What follows belongs to an exercise in optimizing a design on an open flow for small area; a production flow would make more cautious choices.
Where RTL was checked, it was by simulation tests only, not by an equivalence proof against the original.

==> job 1364 <==
// datc_gain
module datc_gain (
    input  wire        clk,
    input  wire        rst,
    input  wire        ctl_valid,
    input  wire        ctl_vol,        
    input  wire [1:0]  ctl_ch,         
    input  wire [15:0] ctl_arg,
    input  wire        blk_valid,
    output wire        blk_ready,
    input  wire [4:0]  blk_cnt,        
    input  wire [2:0]  blk_fmt,        
    input  wire        in_valid,
    output wire        in_ready,
    input  wire [63:0] in_data,        
    output wire        out_valid,
    input  wire        out_ready,
    output wire [31:0] out_data,
    output wire        out_last
);
    function [25:0] radd25;
        input [24:0] a, b;
        input        ci;
        integer      k;
        reg          cy;
        begin
            cy = ci;
            for (k = 0; k < 25; k = k + 1) begin
                radd25[k] = a[k] ^ b[k] ^ cy;
                cy = (a[k] & b[k]) | (a[k] & cy) | (b[k] & cy);
            end
            radd25[25] = cy;
        end
    endfunction
    reg        mute [0:2];
    reg [15:0] nv   [0:2];
    integer    n;
    wire [25:0] nv_neg = radd25({9'd0, ~ctl_arg}, 25'd0, 1'b1);
    wire [15:0] nv_wr = ctl_arg[15] ? nv_neg[15:0] : 16'd0;    
    always @(posedge clk) begin
        if (rst) begin
            for (n = 0; n < 3; n = n + 1) begin
                mute[n] <= 1'b0;
                nv[n]   <= 16'd0;
            end
        end else if (ctl_valid && ctl_ch != 2'd3) begin
            if (ctl_vol)
                nv[ctl_ch] <= nv_wr;
            else
                mute[ctl_ch] <= ctl_arg[0];
        end
    end
    wire [25:0] m0   = radd25({9'd0, nv[2]}, {9'd0, nv[0]}, 1'b0);
    wire [25:0] m1   = radd25({9'd0, nv[2]}, {9'd0, nv[1]}, 1'b0);
    wire        sil0 = mute[2] | mute[0] | m0[16] | m0[15];
    wire        sil1 = mute[2] | mute[1] | m1[16] | m1[15];
  ...
make LEC_CHECK=0 CAP_MARGIN=20 CORE_MARGIN=2 CORE_UTILIZATION=40 SLEW_MARGIN=20 finish   # period 12.5 ns
run.sh (not shown) runs the stock make flow with config.mk's settings and CLKGATE_MAP_FILE= SYNTH_SCRIPT=/design/flow/synth_recipe.tcl, a recipe that flattens the netlist after the stock synthesis.
==> inputs of job 172, as changes to job 1364 <==
--- a/flow/design.v
+++ b/flow/design.v
@@ -14,31 +14,16 @@
     input  wire [63:0] in_data,        
     output wire        out_valid,
     input  wire        out_ready,
     output wire [31:0] out_data,
     output wire        out_last
 );
-    function [25:0] radd25;
-        input [24:0] a, b;
-        input        ci;
-        integer      k;
-        reg          cy;
-        begin
-            cy = ci;
-            for (k = 0; k < 25; k = k + 1) begin
-                radd25[k] = a[k] ^ b[k] ^ cy;
-                cy = (a[k] & b[k]) | (a[k] & cy) | (b[k] & cy);
-            end
-            radd25[25] = cy;
-        end
-    endfunction
     reg        mute [0:2];
     reg [15:0] nv   [0:2];
     integer    n;
-    wire [25:0] nv_neg = radd25({9'd0, ~ctl_arg}, 25'd0, 1'b1);
-    wire [15:0] nv_wr = ctl_arg[15] ? nv_neg[15:0] : 16'd0;    
+    wire [15:0] nv_wr = ctl_arg[15] ? (~ctl_arg + 16'd1) : 16'd0;    
     always @(posedge clk) begin
         if (rst) begin
             for (n = 0; n < 3; n = n + 1) begin
                 mute[n] <= 1'b0;
                 nv[n]   <= 16'd0;
             end
@@ -46,54 +31,54 @@
             if (ctl_vol)
                 nv[ctl_ch] <= nv_wr;
             else
                 mute[ctl_ch] <= ctl_arg[0];
         end
     end
-    wire [25:0] m0   = radd25({9'd0, nv[2]}, {9'd0, nv[0]}, 1'b0);
-    wire [25:0] m1   = radd25({9'd0, nv[2]}, {9'd0, nv[1]}, 1'b0);
+    wire [16:0] m0   = {1'b0, nv[2]} + {1'b0, nv[0]};
+    wire [16:0] m1   = {1'b0, nv[2]} + {1'b0, nv[1]};
     wire        sil0 = mute[2] | mute[0] | m0[16] | m0[15];
     wire        sil1 = mute[2] | mute[1] | m1[16] | m1[15];
     localparam S_IDLE = 3'd0, S_DB = 3'd1, S_DT = 3'd2, S_WDIV = 3'd3,
                S_FR = 3'd4, S_PAD = 3'd5, S_END = 3'd6;
     reg [2:0]  state;
     reg        ch;                 
     reg [3:0]  i;                  
     reg [1:0]  j;                  
     reg [29:0] M;                  
-    reg        sil1q;              
+    reg [1:0]  sil;                
     reg [4:0]  cnt;
     reg [2:0]  fmt;
     reg [30:0] A;                  
     reg [31:0] P;                  
     reg [24:0] G0, G1;             
     reg [24:0] Q0;                 
     reg [3:0]  R0, R1;             
     reg [3:0]  F0, F1;             
     reg        dneg;
     reg [4:0]  dcnt;               
     reg        outv, lastq, sgnq;
-    wire [30:0] rom2c =
-        (i == 4'd0) ? 31'd2146518090 :
-        (i == 4'd1) ? 31'd2145552968 :
-        (i == 4'd2) ? 31'd2143624024 :
-        (i == 4'd3) ? 31'd2139771336 :
-        (i == 4'd4) ? 31'd2132086722 :
-        (i == 4'd5) ? 31'd2116800188 :
-        (i == 4'd6) ? 31'd2086555138 :
-        (i == 4'd7) ? 31'd2027355294 :
-        (i == 4'd8) ? 31'd1913946816 :
-        (i == 4'd9) ? 31'd1705806896 :
-        (i == 4'd10) ? 31'd1354970580 :
-        (i == 4'd11) ? 31'd854928638 :
-        (i == 4'd12) ? 31'd340353222 :
-        (i == 4'd13) ? 31'd53942350 :
-                       31'd1354970;
-    wire [31:0] a2 = {A, 1'b0};
-    wire [7:0]  a_chunk = (j == 2'd0) ? a2[7:0]   : (j == 2'd1) ? a2[15:8] :
-                          (j == 2'd2) ? a2[23:16] : a2[31:24];
+    wire [31:0] rom =
+        (i == 4'd0) ? 32'd4293036180 :
+        (i == 4'd1) ? 32'd4291105936 :
+        (i == 4'd2) ? 32'd4287248048 :
+        (i == 4'd3) ? 32'd4279542672 :
+        (i == 4'd4) ? 32'd4264173444 :
+        (i == 4'd5) ? 32'd4233600376 :
+        (i == 4'd6) ? 32'd4173110276 :
+        (i == 4'd7) ? 32'd4054710588 :
+        (i == 4'd8) ? 32'd3827893632 :
+        (i == 4'd9) ? 32'd3411613792 :
+        (i == 4'd10) ? 32'd2709941160 :
+        (i == 4'd11) ? 32'd1709857276 :
+        (i == 4'd12) ? 32'd680706444 :
+        (i == 4'd13) ? 32'd107884700 :
+                       32'd2709940;
+    wire [7:0] rom_chunk = (j == 2'd0) ? rom[7:0]   :
+                           (j == 2'd1) ? rom[15:8]  :
+                           (j == 2'd2) ? rom[23:16] : rom[31:24];
     wire [31:0] cont = (ch & fmt[0]) ? in_data[63:32] : in_data[31:0];
     wire        lj   = fmt[1] & fmt[2];
     wire [1:0]  sb   = j + {1'b0, lj};
     wire [7:0]  byte_sel = (sb == 2'd0) ? cont[7:0]   : (sb == 2'd1) ? cont[15:8] :
                            (sb == 2'd2) ? cont[23:16] : cont[31:24];
     wire        sgn  = !fmt[1] ? cont[15] : fmt[2] ? cont[31] : cont[23];
@@ -104,20 +89,20 @@
     wire st_fr = (state == S_FR);
     reg  [7:0]  chunk;
     reg  [30:0] X;
     reg  [39:0] Pin;
     always @(*) begin
         chunk = 8'd0;
-        X     = rom2c;
+        X     = A;
         Pin   = 40'd0;
         if (st_db) begin
-            chunk = a_chunk;
+            chunk = rom_chunk;
             Pin   = (j == 2'd0) ? 40'd0 : {{8{P[31]}}, P};
         end else if (st_dt) begin
             chunk = 8'd4;
-            X     = {A[30:6], 6'h3F};
+            X     = {sil[0] ? 25'd0 : A[30:6], 6'h3F};
             Pin   = ~{7'd0, G0, 8'd0};             
         end else if (st_fr) begin
             chunk = s_chunk;
             X     = {6'd0, G0};
             Pin   = (j == 2'd0) ? (sgn ? {{16{~G0[24]}}, G0[23:0]} : 40'd0)
                                 : {{8{P[31]}}, P};
@@ -149,28 +134,25 @@
             5'd14:   bad = (R0 != 4'd0) && (R0 != 4'd7);
             default: bad = 1'b0;
         endcase
     end
     wire       mb    = ~Q0[24] & bad;
     wire [3:0] cm1   = cnt[3:0] - 4'd1;
-    wire       last_fr = ({1'b0, i} + 5'd1 == cnt);
     wire [3:0] F_eff = (i == 4'd0) ? (mb ? cm1 : 4'd0) : F0;
     wire [4:0] fsum  = {1'b0, F_eff} + {1'b0, R0};
+    wire       nat   = fsum >= cnt;
+    wire [4:0] fdif  = fsum - cnt;
+    wire [3:0] F_nxt = nat ? fdif[3:0] : fsum[3:0];
+    wire       rc    = mb ? ((i == 4'd0) ? 1'b0 : (i == cm1) ? 1'b1 : nat) : nat;
+    wire [24:0] G_nxt = G0 + Q0 + {24'd0, rc};
     wire       dfirst = (dcnt == 5'd25);
-    wire [4:0] dt     = st_fr ? fsum : {dfirst ? 4'd0 : R0, Q0[24]};
-    wire [5:0] dsub   = {1'b0, dt} - {1'b0, cnt};
-    wire       dge    = ~dsub[5];
-    wire [3:0] dsel   = dge ? dsub[3:0] : dt[3:0];
-    wire [3:0] F_nxt  = dsel;
-    wire       rc     = mb ? ((i == 4'd0) ? 1'b0 : last_fr ? 1'b1 : dge) : dge;
+    wire [4:0] dt     = {dfirst ? 4'd0 : R0, Q0[24]};
+    wire       dge    = dt >= cnt;
+    wire [4:0] ddif   = dt - cnt;
     wire       dq     = (dfirst & dneg) | dge;
-    wire [3:0] dR     = (dfirst & dneg) ? cm1 : dsel;
-    reg         rc_q;
-    always @(posedge clk) rc_q <= rc;
-    wire [25:0] G_sum = radd25(G0, Q0, rc_q);
-    wire [24:0] G_nxt = G_sum[24:0];
+    wire [3:0] dR     = (dfirst & dneg) ? cm1 : dge ? ddif[3:0] : dt[3:0];
     wire go      = ~outv | out_ready;
     wire fr_adv  = st_fr & go & in_valid;
     wire fr_done = fr_adv & (j == lastj);
     assign blk_ready = (state == S_IDLE);
     assign in_ready  = st_fr & go & (j == lastj) & ch;
     assign out_valid = outv;
@@ -194,14 +176,14 @@
                 outv <= 1'b0;
             case (state)
             S_IDLE: if (blk_valid) begin
                 cnt <= blk_cnt;
                 fmt <= blk_fmt;
                 M   <= {m1[14:0], m0[14:0]};
-                sil1q <= sil1;
-                A   <= {~sil0, 30'd0};           
+                sil <= {sil1, sil0};
+                A   <= 31'h40000000;
                 ch  <= 1'b0;
                 i   <= 4'd0;
                 j   <= 2'd0;
                 state <= (blk_cnt == 5'd0) ? S_PAD : S_DB;
             end
             S_DB: begin
@@ -220,15 +202,16 @@
             end
             S_DT: begin
                 if (!ch) begin
                     Q0    <= Sh[24:0];
                     dneg  <= Sh[31];
                     dcnt  <= 5'd25;
+                    sil   <= {1'b0, sil[1]};
                     G0    <= G1;
                     G1    <= G0;
-                    A     <= {~sil1q, 30'd0};
+                    A     <= 31'h40000000;
                     i     <= 4'd0;
                     j     <= 2'd0;
                     ch    <= 1'b1;
                     state <= S_DB;
                 end else if (dcnt == 5'd0) begin
                     A     <= {6'd0, Q0};
@@ -266,21 +249,21 @@
                     F1    <= F_nxt;
                     F0    <= F1;
                     ch    <= ~ch;
                     j     <= 2'd0;
                     if (ch) begin
                         i <= i + 4'd1;
-                        if (last_fr)
+                        if ({1'b0, i} + 5'd1 == cnt)
                             state <= cnt[4] ? S_END : S_PAD;
                     end
                 end else begin
                     j <= j + 2'd1;
                 end
             end
             S_PAD: if (go) begin
-                P     <= Sh;                     
+                P     <= 32'd0;
                 sgnq  <= 1'b0;
                 outv  <= 1'b1;
                 lastq <= ({i, ch} == 5'd31);
                 {i, ch} <= {i, ch} + 5'd1;
                 if ({i, ch} == 5'd31)
                     state <= S_END;
==> flow/config.mk (replaced) <==
export PLATFORM = sky130hd
export DESIGN_NAME = datc_gain
export DESIGN_NICKNAME = datc_gain
export VERILOG_FILES = /design/flow/design.v
export SDC_FILE = /design/flow/constraint.sdc
export NUM_CORES = 4
export LEC_CHECK = 0
export CAP_MARGIN = 5
export CORE_MARGIN = 2
export CORE_UTILIZATION = 40
export CTS_BUF_LIST = sky130_fd_sc_hd__clkbuf_4 sky130_fd_sc_hd__clkbuf_8
export CTS_CLUSTER_SIZE = 40
export SLEW_MARGIN = 5
==> inputs of job 7121, as changes to job 1364 <==
--- a/flow/design.v
+++ b/flow/design.v
@@ -57,43 +57,43 @@
                S_FR = 3'd4, S_PAD = 3'd5, S_END = 3'd6;
     reg [2:0]  state;
     reg        ch;                 
     reg [3:0]  i;                  
     reg [1:0]  j;                  
     reg [29:0] M;                  
-    reg        sil1q;              
+    reg [1:0]  sil;                
     reg [4:0]  cnt;
     reg [2:0]  fmt;
     reg [30:0] A;                  
     reg [31:0] P;                  
     reg [24:0] G0, G1;             
     reg [24:0] Q0;                 
     reg [3:0]  R0, R1;             
     reg [3:0]  F0, F1;             
     reg        dneg;
     reg [4:0]  dcnt;               
     reg        outv, lastq, sgnq;
-    wire [30:0] rom2c =
-        (i == 4'd0) ? 31'd2146518090 :
-        (i == 4'd1) ? 31'd2145552968 :
-        (i == 4'd2) ? 31'd2143624024 :
-        (i == 4'd3) ? 31'd2139771336 :
-        (i == 4'd4) ? 31'd2132086722 :
-        (i == 4'd5) ? 31'd2116800188 :
-        (i == 4'd6) ? 31'd2086555138 :
-        (i == 4'd7) ? 31'd2027355294 :
-        (i == 4'd8) ? 31'd1913946816 :
-        (i == 4'd9) ? 31'd1705806896 :
-        (i == 4'd10) ? 31'd1354970580 :
-        (i == 4'd11) ? 31'd854928638 :
-        (i == 4'd12) ? 31'd340353222 :
-        (i == 4'd13) ? 31'd53942350 :
-                       31'd1354970;
-    wire [31:0] a2 = {A, 1'b0};
-    wire [7:0]  a_chunk = (j == 2'd0) ? a2[7:0]   : (j == 2'd1) ? a2[15:8] :
-                          (j == 2'd2) ? a2[23:16] : a2[31:24];
+    wire [31:0] rom =
+        (i == 4'd0) ? 32'd4293036180 :
+        (i == 4'd1) ? 32'd4291105936 :
+        (i == 4'd2) ? 32'd4287248048 :
+        (i == 4'd3) ? 32'd4279542672 :
+        (i == 4'd4) ? 32'd4264173444 :
+        (i == 4'd5) ? 32'd4233600376 :
+        (i == 4'd6) ? 32'd4173110276 :
+        (i == 4'd7) ? 32'd4054710588 :
+        (i == 4'd8) ? 32'd3827893632 :
+        (i == 4'd9) ? 32'd3411613792 :
+        (i == 4'd10) ? 32'd2709941160 :
+        (i == 4'd11) ? 32'd1709857276 :
+        (i == 4'd12) ? 32'd680706444 :
+        (i == 4'd13) ? 32'd107884700 :
+                       32'd2709940;
+    wire [7:0] rom_chunk = (j == 2'd0) ? rom[7:0]   :
+                           (j == 2'd1) ? rom[15:8]  :
+                           (j == 2'd2) ? rom[23:16] : rom[31:24];
     wire [31:0] cont = (ch & fmt[0]) ? in_data[63:32] : in_data[31:0];
     wire        lj   = fmt[1] & fmt[2];
     wire [1:0]  sb   = j + {1'b0, lj};
     wire [7:0]  byte_sel = (sb == 2'd0) ? cont[7:0]   : (sb == 2'd1) ? cont[15:8] :
                            (sb == 2'd2) ? cont[23:16] : cont[31:24];
     wire        sgn  = !fmt[1] ? cont[15] : fmt[2] ? cont[31] : cont[23];
@@ -104,20 +104,20 @@
     wire st_fr = (state == S_FR);
     reg  [7:0]  chunk;
     reg  [30:0] X;
     reg  [39:0] Pin;
     always @(*) begin
         chunk = 8'd0;
-        X     = rom2c;
+        X     = A;
         Pin   = 40'd0;
         if (st_db) begin
-            chunk = a_chunk;
+            chunk = rom_chunk;
             Pin   = (j == 2'd0) ? 40'd0 : {{8{P[31]}}, P};
         end else if (st_dt) begin
             chunk = 8'd4;
-            X     = {A[30:6], 6'h3F};
+            X     = {sil[0] ? 25'd0 : A[30:6], 6'h3F};
             Pin   = ~{7'd0, G0, 8'd0};             
         end else if (st_fr) begin
             chunk = s_chunk;
             X     = {6'd0, G0};
             Pin   = (j == 2'd0) ? (sgn ? {{16{~G0[24]}}, G0[23:0]} : 40'd0)
                                 : {{8{P[31]}}, P};
@@ -161,15 +161,13 @@
     wire       dge    = ~dsub[5];
     wire [3:0] dsel   = dge ? dsub[3:0] : dt[3:0];
     wire [3:0] F_nxt  = dsel;
     wire       rc     = mb ? ((i == 4'd0) ? 1'b0 : last_fr ? 1'b1 : dge) : dge;
     wire       dq     = (dfirst & dneg) | dge;
     wire [3:0] dR     = (dfirst & dneg) ? cm1 : dsel;
-    reg         rc_q;
-    always @(posedge clk) rc_q <= rc;
-    wire [25:0] G_sum = radd25(G0, Q0, rc_q);
+    wire [25:0] G_sum = radd25(G0, Q0, rc);
     wire [24:0] G_nxt = G_sum[24:0];
     wire go      = ~outv | out_ready;
     wire fr_adv  = st_fr & go & in_valid;
     wire fr_done = fr_adv & (j == lastj);
     assign blk_ready = (state == S_IDLE);
     assign in_ready  = st_fr & go & (j == lastj) & ch;
@@ -194,14 +192,14 @@
                 outv <= 1'b0;
             case (state)
             S_IDLE: if (blk_valid) begin
                 cnt <= blk_cnt;
                 fmt <= blk_fmt;
                 M   <= {m1[14:0], m0[14:0]};
-                sil1q <= sil1;
-                A   <= {~sil0, 30'd0};           
+                sil <= {sil1, sil0};
+                A   <= 31'h40000000;
                 ch  <= 1'b0;
                 i   <= 4'd0;
                 j   <= 2'd0;
                 state <= (blk_cnt == 5'd0) ? S_PAD : S_DB;
             end
             S_DB: begin
@@ -220,15 +218,16 @@
             end
             S_DT: begin
                 if (!ch) begin
                     Q0    <= Sh[24:0];
                     dneg  <= Sh[31];
                     dcnt  <= 5'd25;
+                    sil   <= {1'b0, sil[1]};
                     G0    <= G1;
                     G1    <= G0;
-                    A     <= {~sil1q, 30'd0};
+                    A     <= 31'h40000000;
                     i     <= 4'd0;
                     j     <= 2'd0;
                     ch    <= 1'b1;
                     state <= S_DB;
                 end else if (dcnt == 5'd0) begin
                     A     <= {6'd0, Q0};
@@ -274,13 +273,13 @@
                     end
                 end else begin
                     j <= j + 2'd1;
                 end
             end
             S_PAD: if (go) begin
-                P     <= Sh;                     
+                P     <= 32'd0;
                 sgnq  <= 1'b0;
                 outv  <= 1'b1;
                 lastq <= ({i, ch} == 5'd31);
                 {i, ch} <= {i, ch} + 5'd1;
                 if ({i, ch} == 5'd31)
                     state <= S_END;
==> impl_metrics.ini <==
[sta]
fin_ws_ns = -0.5460
setup_viol = 2
period_minus_slack_ns = 13.05

[outcome]
violatedChecks = negative setup slack
status = finished with violations
(the above is from job 7121)
==> impl_metrics.ini <==
[sta]
hold_viol = 0
fin_ws_ns = 1.534
period_minus_slack_ns = 10.97

[finish]
mostFrequentLayoutCells = 529 x nand2_1, 267 x fa_1, 231 x inv_1

[detailed_routing]
drc = 0

[synthesis]
synthArstFlopShare = 0
synth_top_family_by_area = adder cells
syn-mean-instance-area_um2 = 9.304

[outcome]
status = finished clean
(the above is from job 1364)
==> impl_metrics.ini <==
[sta]
fin_ws_ns = 1.105
setup_viol = 0
period_minus_slack_ns = 11.40

[critical_path]
slowest_delay_ns = 0.51

[outcome]
status = finished clean

[finish]
nFillCells = 6284

[place]
pre_cts_ws_ns = 0.6654

[grt]
grt_pass1_wl_um = 125400

[detailed_routing]
wl_per_cell_um = 20.48
(the above is from job 172)
For job 172, only the layout was checked, not whether the RTL still works.

## re-timing with driven ports
No port has a modelled driver above. Below, the same layouts with a new extraction and two added sets of constraints.
Step 1 sets driving cells, clkbuf_16 on the clock port and buf_2 on the other inputs (assumed; they add their load-dependent delay and slew).
Step 2 also shifts input and output timing later by t, the mid clock arrival at the registers, as if the neighbouring blocks saw the same clock.
Three values: ideal ports, drivers, drivers and shift; two values: the first two.
run	t, ns	slack for setup (ns)	hold WS [ns]	slew at the worst register clock pin (ns)	cell pins on the clock port's net
job 1364	0.637	1.534 / 1.551 / 0.918	0.428 / 0.428 / 0.428	0.07 / 0.07	1
job 172	0.681	1.105 / 1.136 / 0.455	0.419 / 0.419 / 0.419	0.07 / 0.07	1
job 7121	0.623	-0.546 / -0.546 / -0.546	0.418 / 0.418 / 0.418	0.07 / 0.07	1
For job 172, which loses most, drivers alone change the setup slack by +0.031 ns; drivers and shift together by -0.650 ns.
